From an optimization exercise on the open Yosys and OpenROAD flow, aimed at small area, a short achievable clock period and few clock cycles; shortcuts taken in it are not production practice.
Only simulation tests tie the RTL to the original design; equivalence was not proved.

==> inputs of run R <==
==> flow/design.v <==
module cmux_rx (
    input  wire        clk,
    input  wire        rst,
    input  wire        in_valid,
    input  wire [7:0]  in_data,
    output reg         in_ready,
    output reg         fr_valid,
    input  wire        fr_ready,
    output reg         fr_hdr,
    output wire [7:0]  fr_data,
    output reg  [5:0]  fr_dlci,
    output reg         fr_cr,
    output wire [7:0]  fr_ctrl,
    output reg  [5:0]  fr_len,
    output reg         idle,
    output reg  [31:0] cnt_rxframes,
    output reg  [31:0] cnt_skipped,
    output reg  [31:0] cnt_oversize,
    output reg  [31:0] cnt_bad_close,
    output reg  [31:0] cnt_bad_fcs
);
    localparam [7:0] FLAG   = 8'hF9;
    localparam [7:0] CRC_OK = 8'hCF;    
    localparam [2:0] P0   = 3'd0,    
                     DROP = 3'd1,    
                     P1   = 3'd2,    
                     P2   = 3'd3,    
                     P3   = 3'd4,    
                     P4   = 3'd5,    
                     PD   = 3'd6,    
                     PC   = 3'd7;    
    localparam [2:0] O_P  = 3'd0,    
                     O_A  = 3'd1,    
                     O_C  = 3'd2,    
                     O_L  = 3'd3,    
                     O_L2 = 3'd4;    
    localparam QD = 3;               
    function [7:0] fcstab;
        input [7:0] i;
        integer k;
        reg [7:0] c;
        begin
            c = i;
            for (k = 0; k < 8; k = k + 1)
                c = c[0] ? ((c >> 1) ^ 8'hE0) : (c >> 1);
            fcstab = c;
        end
    endfunction
    reg [7:0] mem [0:63];
    reg [6:0] wp;         
    reg [6:0] cur;        
    reg [6:0] seen1;      
    reg [6:0] head;       
    reg       behind;     
    reg [7:0] pb;         
    reg       pbv;
    reg [2:0] ps;
    reg [7:0] crc;
    reg       crcok;      
    reg [6:0] rem;
    reg [6:0] ffn;        
    reg       ffv;
    reg       pbf9;       
    reg       rwd;        
    reg [6:0] ra;         
    reg       rpar;       
    reg [6:0] q [0:QD-1];
    reg [1:0] qn, qr, qw;
    wire [6:0] q0 = q[qr];
    reg [2:0] os;
    reg [6:0] op;
    reg [7:0] obyte;
    reg ev_rx, ev_skip, ev_ovs, ev_bc, ev_fcs;
    assign fr_data = obyte;
    assign fr_ctrl = obyte;
    wire [7:0] rdata = mem[ra[5:0]];
    wire acc     = in_valid & in_ready;
    wire is_f9   = pbf9;
    wire fresh   = (cur == seen1);
    wire qfull   = (qn == QD);
    wire oidle   = (os == O_P) & (fr_len == 6'd0);
    wire stall   = pbv & (ps == PC) & qfull & ~oidle;
    wire consume = pbv & ~stall & ~rwd;
    wire [6:0] cur_inc = cur + 7'd1;
    wire ovs3     = pb[0] & (pb[7] | (pb[6] & pb[5] & pb[4] & (pb[3] | (pb[2] & pb[1]))));
    wire ovs4     = (pb != 8'd0) | rem[6] | (rem[5] & rem[4] & rem[3] & (rem[2] | rem[1]));
    wire disc_ovs = consume & (((ps == P3) & ovs3) | ((ps == P4) & ovs4));
    wire disc_bc  = consume & (ps == PC) & ~is_f9;
    wire disc_fcs = consume & (ps == PC) & is_f9 & ~crcok;
    wire deliver  = consume & (ps == PC) & is_f9 & crcok;
    wire discard  = disc_ovs | disc_bc | disc_fcs;
    wire rewind   = discard & ffv;
    wire skip     = consume & ((((ps == P0) | ((ps == DROP) & fresh)) & ~is_f9) |
                               ((ps == P1) & is_f9));
    wire fetch_mem = rpar & ~stall;
    wire fetch_in0 = ~behind & ~stall;           
    wire rd_a_r = ~rpar & (os == O_A);
    wire rd_a_n = rd_a_r & ~(fr_valid & fr_hdr);
    wire rd_c_r = ~rpar & (os == O_C);
    wire rd_c_n = rd_c_r & ~fr_valid;
    wire rd_l   = ~rpar & (os == O_L);
    wire rd_p_r = ~rpar & (os == O_P) & (fr_len != 6'd0);
    wire rd_p_n = rd_p_r & ~fr_valid;
    wire rd_a   = fr_ready ? rd_a_r : rd_a_n;
    wire rd_c   = fr_ready ? rd_c_r : rd_c_n;
    wire rd_p   = fr_ready ? rd_p_r : rd_p_n;
    wire qne    = (qn != 2'd0);
    wire lastp  = (fr_len == 6'd1);
    wire pop_r  = qne & (oidle | (rd_p_r & lastp));
    wire pop_n  = qne & (oidle | (rd_p_n & lastp));
    wire pop    = fr_ready ? pop_r : pop_n;
    wire [6:0] oldest = ~oidle ? op : qne ? q0 : head;
    wire [6:0] occ    = wp - oldest;
    wire [6:0] op_inc = op + 7'd1;
    wire adv_r = rd_a_r | rd_c_r | rd_l | rd_p_r | (os == O_L2);
    wire adv_n = rd_a_n | rd_c_n | rd_l | rd_p_n | (os == O_L2);
    wire [6:0] op_r  = pop_r ? q0 : adv_r ? op_inc : op;
    wire [6:0] op_nr = pop_n ? q0 : adv_n ? op_inc : op;
    wire [6:0] op_n  = fr_ready ? op_r : op_nr;
    wire [6:0] cur_x = rwd ? ffn : fetch_mem ? cur_inc : cur;     
    wire       pbv_x = rwd ? 1'b0 : fetch_mem ? 1'b1 : (pbv & stall);
    wire       take_in = fetch_in0 & ~rwd;                         
    wire [6:0] wp_inc = wp + 7'd1;
    wire beh0 = (cur_x != wp);
    wire beh1 = take_in ? 1'b0 : (cur_x != wp_inc);
    wire behind_n = acc ? beh1 : beh0;
    wire rpar_n   = behind_n & ~stall;
    wire rdy0 = ~beh0 & (occ < 7'd64);
    wire rdy1 = ~beh1 & (occ < 7'd63);
    wire quiet = ~pbv & ~behind & ~rwd & oidle & ~qne & ~fr_valid &
                 ~(ev_rx | ev_skip | ev_ovs | ev_bc | ev_fcs);
    always @(posedge clk) begin
        if (acc)
            mem[wp[5:0]] <= in_data;
    end
    integer i;
    always @(posedge clk) begin
        if (rst) begin
            in_ready      <= 1'b0;
            idle          <= 1'b0;
            wp            <= 7'd0;
            cur           <= 7'd0;
            seen1         <= 7'd1;
            head          <= 7'd0;
            behind        <= 1'b0;
            pb            <= 8'd0;
            pbv           <= 1'b0;
            ps            <= P0;
            crc           <= 8'hFF;
            crcok         <= 1'b0;
            rem           <= 7'd0;
            ffn           <= 7'd0;
            ffv           <= 1'b0;
            pbf9          <= 1'b0;
            rwd           <= 1'b0;
            ra            <= 7'd0;
            rpar          <= 1'b0;
            qn            <= 2'd0;
            qr            <= 2'd0;
            qw            <= 2'd0;
            os            <= O_P;
            op            <= 7'd0;
            obyte         <= 8'd0;
            fr_valid      <= 1'b0;
            fr_hdr        <= 1'b0;
            fr_dlci       <= 6'd0;
            fr_cr         <= 1'b0;
            fr_len        <= 6'd0;
            ev_rx         <= 1'b0;
            ev_skip       <= 1'b0;
            ev_ovs        <= 1'b0;
            ev_bc         <= 1'b0;
            ev_fcs        <= 1'b0;
            cnt_rxframes  <= 32'd0;
            cnt_skipped   <= 32'd0;
            cnt_oversize  <= 32'd0;
            cnt_bad_close <= 32'd0;
            cnt_bad_fcs   <= 32'd0;
        end else begin
            if (acc)
                wp <= wp_inc;
            if (acc && take_in) begin
                cur <= cur_inc;
                pbv <= 1'b1;
                pb  <= in_data;
                pbf9 <= (in_data == FLAG);
            end else begin
                cur <= cur_x;
                pbv <= pbv_x;
                if (fetch_mem) begin
                    pb   <= rdata;
                    pbf9 <= (rdata == FLAG);
                end
            end
            op       <= op_n;
            behind   <= behind_n;
            rpar     <= rpar_n;
            ra       <= rpar_n ? cur_x : op_n;
            in_ready <= acc ? rdy1 : rdy0;
            idle     <= ~acc & quiet;
            rwd <= rewind;
            if (consume) begin
                if (fresh)
                    seen1 <= cur_inc;
                case (ps)
                    P0, DROP: begin
                        head <= cur;
                        if (is_f9)
                            ps <= P1;
                        else if (fresh)
                            ps <= P0;
                    end
                    P1: begin
                        if (is_f9) begin
                            head <= cur;
                        end else begin
                            crc <= fcstab(8'hFF ^ pb);
                            ffv <= 1'b0;
                            ps  <= P2;
                        end
                    end
                    P2: ps <= P3;
                    P3: begin
                        if (pb[0]) begin
                            rem <= {1'b0, pb[6:1]} + 7'd1;
                            ps  <= PD;
                        end else begin
                            rem <= pb[7:1];
                            ps  <= P4;
                        end
                    end
                    P4: begin
                        rem <= rem + 7'd1;
                        ps  <= PD;
                    end
                    PD: begin
                        rem <= rem - 7'd1;
                        if (rem == 7'd1)
                            ps <= PC;
                    end
                    PC: begin
                        head <= cur;
                        ps   <= P0;
                    end
                    default: ps <= P0;
                endcase
                if (ps >= P2 && ps <= PD) begin
                    crc   <= fcstab(crc ^ pb);
                    crcok <= (fcstab(crc ^ pb) == CRC_OK);
                end
                if (ps >= P2 && !ffv && is_f9) begin
                    ffv <= 1'b1;
                    ffn <= cur;
                end
                if (discard) begin
                    if (ffv) begin
                        head <= ffn;
                        ps   <= P1;
                    end else begin
                        head <= cur;
                        ps   <= is_f9 ? P1 : DROP;
                    end
                end
            end
            ev_rx   <= deliver;
            ev_skip <= skip;
            ev_ovs  <= disc_ovs;
            ev_bc   <= disc_bc;
            ev_fcs  <= disc_fcs;
            if (ev_rx)   cnt_rxframes  <= cnt_rxframes + 32'd1;
            if (ev_skip) cnt_skipped   <= cnt_skipped + 32'd1;
            if (ev_ovs)  cnt_oversize  <= cnt_oversize + 32'd1;
            if (ev_bc)   cnt_bad_close <= cnt_bad_close + 32'd1;
            if (ev_fcs)  cnt_bad_fcs   <= cnt_bad_fcs + 32'd1;
            if (deliver) begin
                q[qw] <= head;
                qw    <= (qw == QD - 1) ? 2'd0 : qw + 2'd1;
            end
            if (pop)
                qr <= (qr == QD - 1) ? 2'd0 : qr + 2'd1;
            qn <= qn + (deliver ? 2'd1 : 2'd0) - (pop ? 2'd1 : 2'd0);
            if (fr_ready)
                fr_valid <= 1'b0;
            if (pop)
                os <= O_A;
            if (rd_a) begin
                fr_dlci <= rdata[7:2];
                fr_cr   <= rdata[1];
                os      <= O_C;
            end
            if (rd_c) begin
                obyte    <= rdata;
                fr_valid <= 1'b0;
                os       <= O_L;
            end
            if (rd_l) begin
                fr_len   <= rdata[6:1];
                fr_valid <= 1'b1;
                fr_hdr   <= 1'b1;
                os       <= rdata[0] ? O_P : O_L2;
            end
            if (os == O_L2)
                os <= O_P;
            if (rd_p) begin
                obyte    <= rdata;
                fr_valid <= 1'b1;
                fr_hdr   <= 1'b0;
                fr_len   <= fr_len - 6'd1;
            end
        end
    end
endmodule
==> flow/flow/run.sh <==
#!/bin/bash
set -euo pipefail
bash standard.sh SETUP_SLACK_MARGIN=8.5 finish > flow_standard.log 2>&1
==> flow/standard.sh <==
#!/bin/bash
# synth_recipe.tcl (not shown) runs the flow's synth.tcl, then flattens the netlist and writes it again
# the make line also repeats each setting of config.mk as NAME=value (left out here)
make -C /OpenROAD-flow-scripts/flow DESIGN_CONFIG=/design/flow/config.mk WORK_HOME=/design/flow/orfs CLKGATE_MAP_FILE= SYNTH_SCRIPT=/design/flow/synth_recipe.tcl "${@:-finish}"
==> flow/config.mk <==
export PLATFORM = sky130hd
export DESIGN_NAME = cmux_rx
export DESIGN_NICKNAME = cmux_rx
export VERILOG_FILES = /design/flow/design.v
export SDC_FILE = /design/flow/constraint.sdc
export NUM_CORES = 4
export LEC_CHECK = 0
export CAP_MARGIN = 20
export CORE_MARGIN = 2
export CORE_UTILIZATION = 30
export SLEW_MARGIN = 20
==> flow/constraint.sdc <==
create_clock -name core_clock -period 12.0 [get_ports {clk}]
set_input_delay 2.4000 -clock core_clock [delete_from_list [all_inputs] [get_ports {clk}]]
set_output_delay 2.4000 -clock core_clock [all_outputs]
set_load 0.01 [all_outputs]
==> run E: changes against run R <==
==> flow/design.v, changed modules only <==
module cmux_rx (
    input  wire        clk,
    input  wire        rst,
    input  wire        in_valid,
    input  wire [7:0]  in_data,
    output reg         in_ready,
    output reg         fr_valid,
    input  wire        fr_ready,
    output reg         fr_hdr,
    output wire [7:0]  fr_data,
    output reg  [5:0]  fr_dlci,
    output reg         fr_cr,
    output wire [7:0]  fr_ctrl,
    output reg  [5:0]  fr_len,
    output reg         idle,
    output reg  [31:0] cnt_rxframes,
    output reg  [31:0] cnt_skipped,
    output reg  [31:0] cnt_oversize,
    output reg  [31:0] cnt_bad_close,
    output reg  [31:0] cnt_bad_fcs
);
    localparam [7:0] FLAG   = 8'hF9;
    localparam [7:0] CRC_OK = 8'hCF;    
    localparam [2:0] P0   = 3'd0,    
                     DROP = 3'd1,    
                     P1   = 3'd2,    
                     P2   = 3'd3,    
                     P3   = 3'd4,    
                     P4   = 3'd5,    
                     PD   = 3'd6,    
                     PC   = 3'd7;    
    localparam [2:0] O_P  = 3'd0,    
                     O_A  = 3'd1,    
                     O_C  = 3'd2,    
                     O_L  = 3'd3,    
                     O_L2 = 3'd4;    
    localparam QD = 3;               
    function [7:0] fcstab;
        input [7:0] i;
        integer k;
        reg [7:0] c;
        begin
            c = i;
            for (k = 0; k < 8; k = k + 1)
                c = c[0] ? ((c >> 1) ^ 8'hE0) : (c >> 1);
            fcstab = c;
        end
    endfunction
    reg [7:0] mem [0:63];
    reg [5:0] wp;         
    reg [5:0] cur;        
    reg [5:0] seen1;      
    reg [5:0] head;       
    reg       behind;     
    reg [7:0] pb;         
    reg       pbv;
    reg [2:0] ps;
    reg [7:0] crc;
    reg       crcok;      
    reg [6:0] rem;
    reg [5:0] ffn;        
    reg       ffv;
    reg       pbf9;       
    reg       pbm;        
    reg       rwd;        
    reg [5:0] ra;         
    reg       rpar;       
    reg [5:0] q [0:QD-1];
    reg [1:0] qn, qr, qw;
    wire [5:0] q0 = q[qr];
    reg [2:0] os;
    reg [5:0] op;
    reg [7:0] obyte;
    reg ev_rx, ev_skip, ev_ovs, ev_bc, ev_fcs;
    assign fr_data = obyte;
    assign fr_ctrl = obyte;
    wire [7:0] rdata = mem[ra];
    wire acc     = in_valid & in_ready;
    wire is_f9   = pbf9 | (pbm & (pb == FLAG));
    wire fresh   = (cur == seen1);
    wire qfull   = (qn == QD);
    wire oidle   = (os == O_P) & (fr_len == 6'd0);
    wire stall   = pbv & (ps == PC) & qfull & ~oidle;
    wire consume = pbv & ~stall & ~rwd;
    wire [5:0] cur_inc = cur + 6'd1;
    wire ovs3     = pb[0] & (pb[7] | (pb[6] & pb[5] & pb[4] & (pb[3] | (pb[2] & pb[1]))));
    wire ovs4     = (pb != 8'd0) | rem[6] | (rem[5] & rem[4] & rem[3] & (rem[2] | rem[1]));
    wire disc_ovs = consume & (((ps == P3) & ovs3) | ((ps == P4) & ovs4));
    wire disc_bc  = consume & (ps == PC) & ~is_f9;
    wire disc_fcs = consume & (ps == PC) & is_f9 & ~crcok;
    wire deliver  = consume & (ps == PC) & is_f9 & crcok;
    wire discard  = disc_ovs | disc_bc | disc_fcs;
    wire rewind   = discard & ffv;
    wire skip     = consume & ((((ps == P0) | ((ps == DROP) & fresh)) & ~is_f9) |
                               ((ps == P1) & is_f9));
    wire fetch_mem = rpar & ~stall;
    wire fetch_in0 = ~behind & ~stall;           
    wire rd_a_r = ~rpar & (os == O_A);
    wire rd_a_n = rd_a_r & ~(fr_valid & fr_hdr);
    wire rd_c_r = ~rpar & (os == O_C);
    wire rd_c_n = rd_c_r & ~fr_valid;
    wire rd_l   = ~rpar & (os == O_L);
    wire rd_p_r = ~rpar & (os == O_P) & (fr_len != 6'd0);
    wire rd_p_n = rd_p_r & ~fr_valid;
    wire rd_a   = fr_ready ? rd_a_r : rd_a_n;
    wire rd_c   = fr_ready ? rd_c_r : rd_c_n;
    wire rd_p   = fr_ready ? rd_p_r : rd_p_n;
    wire qne    = (qn != 2'd0);
    wire lastp  = (fr_len == 6'd1);
    wire pop_r  = qne & (oidle | (rd_p_r & lastp));
    wire pop_n  = qne & (oidle | (rd_p_n & lastp));
    wire pop    = fr_ready ? pop_r : pop_n;
    wire [5:0] oldest = ~oidle ? op : qne ? q0 : head;
    wire [5:0] occ    = wp - oldest;
    wire [5:0] op_inc = op + 6'd1;
    wire adv_r = rd_a_r | rd_c_r | rd_l | rd_p_r | (os == O_L2);
    wire adv_n = rd_a_n | rd_c_n | rd_l | rd_p_n | (os == O_L2);
    wire [5:0] op_r  = pop_r ? q0 : adv_r ? op_inc : op;
    wire [5:0] op_nr = pop_n ? q0 : adv_n ? op_inc : op;
    wire [5:0] op_n  = fr_ready ? op_r : op_nr;
    wire [5:0] cur_x = rwd ? ffn : fetch_mem ? cur_inc : cur;     
    wire       pbv_x = rwd ? 1'b0 : fetch_mem ? 1'b1 : (pbv & stall);
    wire       take_in = fetch_in0 & ~rwd;                         
    wire [5:0] wp_inc = wp + 6'd1;
    wire beh0 = (cur_x != wp);
    wire beh1 = take_in ? 1'b0 : (cur_x != wp_inc);
    wire behind_n = acc ? beh1 : beh0;
    wire rpar_n   = behind_n & ~stall;
    wire rdy0 = ~beh0 & (occ != 6'd63);
    wire rdy1 = ~beh1 & (occ < 6'd62);
    wire quiet = ~pbv & ~behind & ~rwd & oidle & ~qne & ~fr_valid &
                 ~(ev_rx | ev_skip | ev_ovs | ev_bc | ev_fcs);
    always @(posedge clk) begin
        if (in_ready)
            mem[wp] <= in_data;
    end
    integer i;
    always @(posedge clk) begin
        if (rst) begin
            in_ready      <= 1'b0;
            idle          <= 1'b0;
            wp            <= 6'd0;
            cur           <= 6'd0;
            seen1         <= 6'd1;
            head          <= 6'd0;
            behind        <= 1'b0;
            pbv           <= 1'b0;
            ps            <= P0;
            ffv           <= 1'b0;
            rwd           <= 1'b0;
            rpar          <= 1'b0;
            qn            <= 2'd0;
            qr            <= 2'd0;
            qw            <= 2'd0;
            os            <= O_P;
            fr_valid      <= 1'b0;
            ra            <= 6'd0;
            op            <= 6'd0;
            obyte         <= 8'd0;
            fr_hdr        <= 1'b0;
            fr_dlci       <= 6'd0;
            fr_cr         <= 1'b0;
            fr_len        <= 6'd0;
            ev_rx         <= 1'b0;
            ev_skip       <= 1'b0;
            ev_ovs        <= 1'b0;
            ev_bc         <= 1'b0;
            ev_fcs        <= 1'b0;
            cnt_rxframes  <= 32'd0;
            cnt_skipped   <= 32'd0;
            cnt_oversize  <= 32'd0;
            cnt_bad_close <= 32'd0;
            cnt_bad_fcs   <= 32'd0;
        end else begin
            if (acc)
                wp <= wp_inc;
            if (acc && take_in) begin
                cur <= cur_inc;
                pbv <= 1'b1;
            end else begin
                cur <= cur_x;
                pbv <= pbv_x;
            end
            if (fetch_mem) begin
                pb   <= rdata;
                pbf9 <= 1'b0;
                pbm  <= 1'b1;
            end else if (take_in) begin
                pb   <= in_data;
                pbf9 <= (in_data == FLAG);
                pbm  <= 1'b0;
            end
            op       <= op_n;
            behind   <= behind_n;
            rpar     <= rpar_n;
            ra       <= rpar_n ? cur_x : op_n;
            in_ready <= acc ? rdy1 : rdy0;
            idle     <= ~acc & quiet;
            rwd <= rewind;
            if (consume) begin
                if (fresh)
                    seen1 <= cur_inc;
                case (ps)
                    P0, DROP: begin
                        head <= cur;
                        if (is_f9)
                            ps <= P1;
                        else if (fresh)
                            ps <= P0;
                    end
                    P1: begin
                        if (is_f9) begin
                            head <= cur;
                        end else begin
                            crc <= fcstab(8'hFF ^ pb);
                            ffv <= 1'b0;
                            ps  <= P2;
                        end
                    end
                    P2: ps <= P3;
                    P3: begin
                        if (pb[0]) begin
                            rem <= {1'b0, pb[6:1]} + 7'd1;
                            ps  <= PD;
                        end else begin
                            rem <= pb[7:1];
                            ps  <= P4;
                        end
                    end
                    P4: begin
                        rem <= rem + 7'd1;
                        ps  <= PD;
                    end
                    PD: begin
                        rem <= rem - 7'd1;
                        if (rem == 7'd1)
                            ps <= PC;
                    end
                    PC: begin
                        head <= cur;
                        ps   <= P0;
                    end
                    default: ps <= P0;
                endcase
                if (ps >= P2 && ps <= PD) begin
                    crc   <= fcstab(crc ^ pb);
                    crcok <= (fcstab(crc ^ pb) == CRC_OK);
                end
                if (ps >= P2 && !ffv && is_f9) begin
                    ffv <= 1'b1;
                    ffn <= cur;
                end
                if (discard) begin
                    if (ffv) begin
                        head <= ffn;
                        ps   <= P1;
                    end else begin
                        head <= cur;
                        ps   <= is_f9 ? P1 : DROP;
                    end
                end
            end
            ev_rx   <= deliver;
            ev_skip <= skip;
            ev_ovs  <= disc_ovs;
            ev_bc   <= disc_bc;
            ev_fcs  <= disc_fcs;
            if (ev_rx)   cnt_rxframes  <= cnt_rxframes + 32'd1;
            if (ev_skip) cnt_skipped   <= cnt_skipped + 32'd1;
            if (ev_ovs)  cnt_oversize  <= cnt_oversize + 32'd1;
            if (ev_bc)   cnt_bad_close <= cnt_bad_close + 32'd1;
            if (ev_fcs)  cnt_bad_fcs   <= cnt_bad_fcs + 32'd1;
            if (deliver) begin
                q[qw] <= head;
                qw    <= (qw == QD - 1) ? 2'd0 : qw + 2'd1;
            end
            if (pop)
                qr <= (qr == QD - 1) ? 2'd0 : qr + 2'd1;
            qn <= qn + (deliver ? 2'd1 : 2'd0) - (pop ? 2'd1 : 2'd0);
            if (fr_ready)
                fr_valid <= 1'b0;
            if (pop)
                os <= O_A;
            if (rd_a) begin
                fr_dlci <= rdata[7:2];
                fr_cr   <= rdata[1];
                os      <= O_C;
            end
            if (rd_c) begin
                obyte    <= rdata;
                fr_valid <= 1'b0;
                os       <= O_L;
            end
            if (rd_l) begin
                fr_len   <= rdata[6:1];
                fr_valid <= 1'b1;
                fr_hdr   <= 1'b1;
                os       <= rdata[0] ? O_P : O_L2;
            end
            if (os == O_L2)
                os <= O_P;
            if (rd_p) begin
                obyte    <= rdata;
                fr_valid <= 1'b1;
                fr_hdr   <= 1'b0;
                fr_len   <= fr_len - 6'd1;
            end
        end
    end
endmodule
==> flow/flow/run.sh (replaced) <==
#!/bin/bash
set -euo pipefail
bash standard.sh SETUP_SLACK_MARGIN=8.3 finish > flow_standard.log 2>&1
CORE_UTILIZATION = 50   (was 30)
==> summary.txt <==
* Drt via density at 4.912
* Final Non-Filler Cells at 4623
* Status: timing/DRC/antenna clean
* Yosys top cell area share at 45.95%
* Worst-path cell chain: buf_6
* Fraction of area in multi-input gates at ~30%
* F_max at between 200 and 300 MHz
* Synth Area in Adders at 1.171%
* Clock group at between 2000 and 3000 uW
-- figures above: run R

==> summary.txt <==
* R2R depth at 5
* Cell taking the most area after synthesis: edfxtp_1
* Clock group at ~2600 uW
* Final Non-Filler Cells at roughly 3600
* Status: timing/DRC/antenna clean
* Synth Area in Adders at between 1 and 1.5%
* Fraction of area in multi-input gates at roughly 30%
* Drt via density at about 6
* F_max at approximately 270 MHz
-- figures above: run E

Testbench counts of run R, summed over its fixed seeds: cycles 54,222.
Testbench counts of run E, summed over its fixed seeds: cycles 54,260.

[re-timing with driven ports]
In the flow no input, the clock included, has a driving cell. The finished layouts below were timed again as built, in two steps.
Step 1 (the two cells are an assumption about what drives the block):
set clk [get_ports {clk}]
set_driving_cell -lib_cell sky130_fd_sc_hd__clkbuf_16 $clk
set_driving_cell -lib_cell sky130_fd_sc_hd__buf_2 [delete_from_list [all_inputs] $clk]
Step 2 times the ports against the registers' clock, not the clock port: input delays grow and output delays shrink by t, the midpoint of the rising clock arrivals with the driver on.
Three values: ideal, step 1, step 2; two values: the first two.
run	t, ns	slack for setup (ns)	worst setup path at the end	worst register clock-pin slew, ns	worst data-port slew with drivers (ns)
run R	0.706	8.421 / 8.356 / 7.840	input to register	0.07 / 0.07	0.10
run E	0.694	8.334 / 8.284 / 7.662	input to register	0.06 / 0.06	0.11
After both steps every run listed still meets setup and hold. For run E, which loses most, drivers alone change the setup slack by -0.050 ns; drivers and shift together by -0.672 ns.
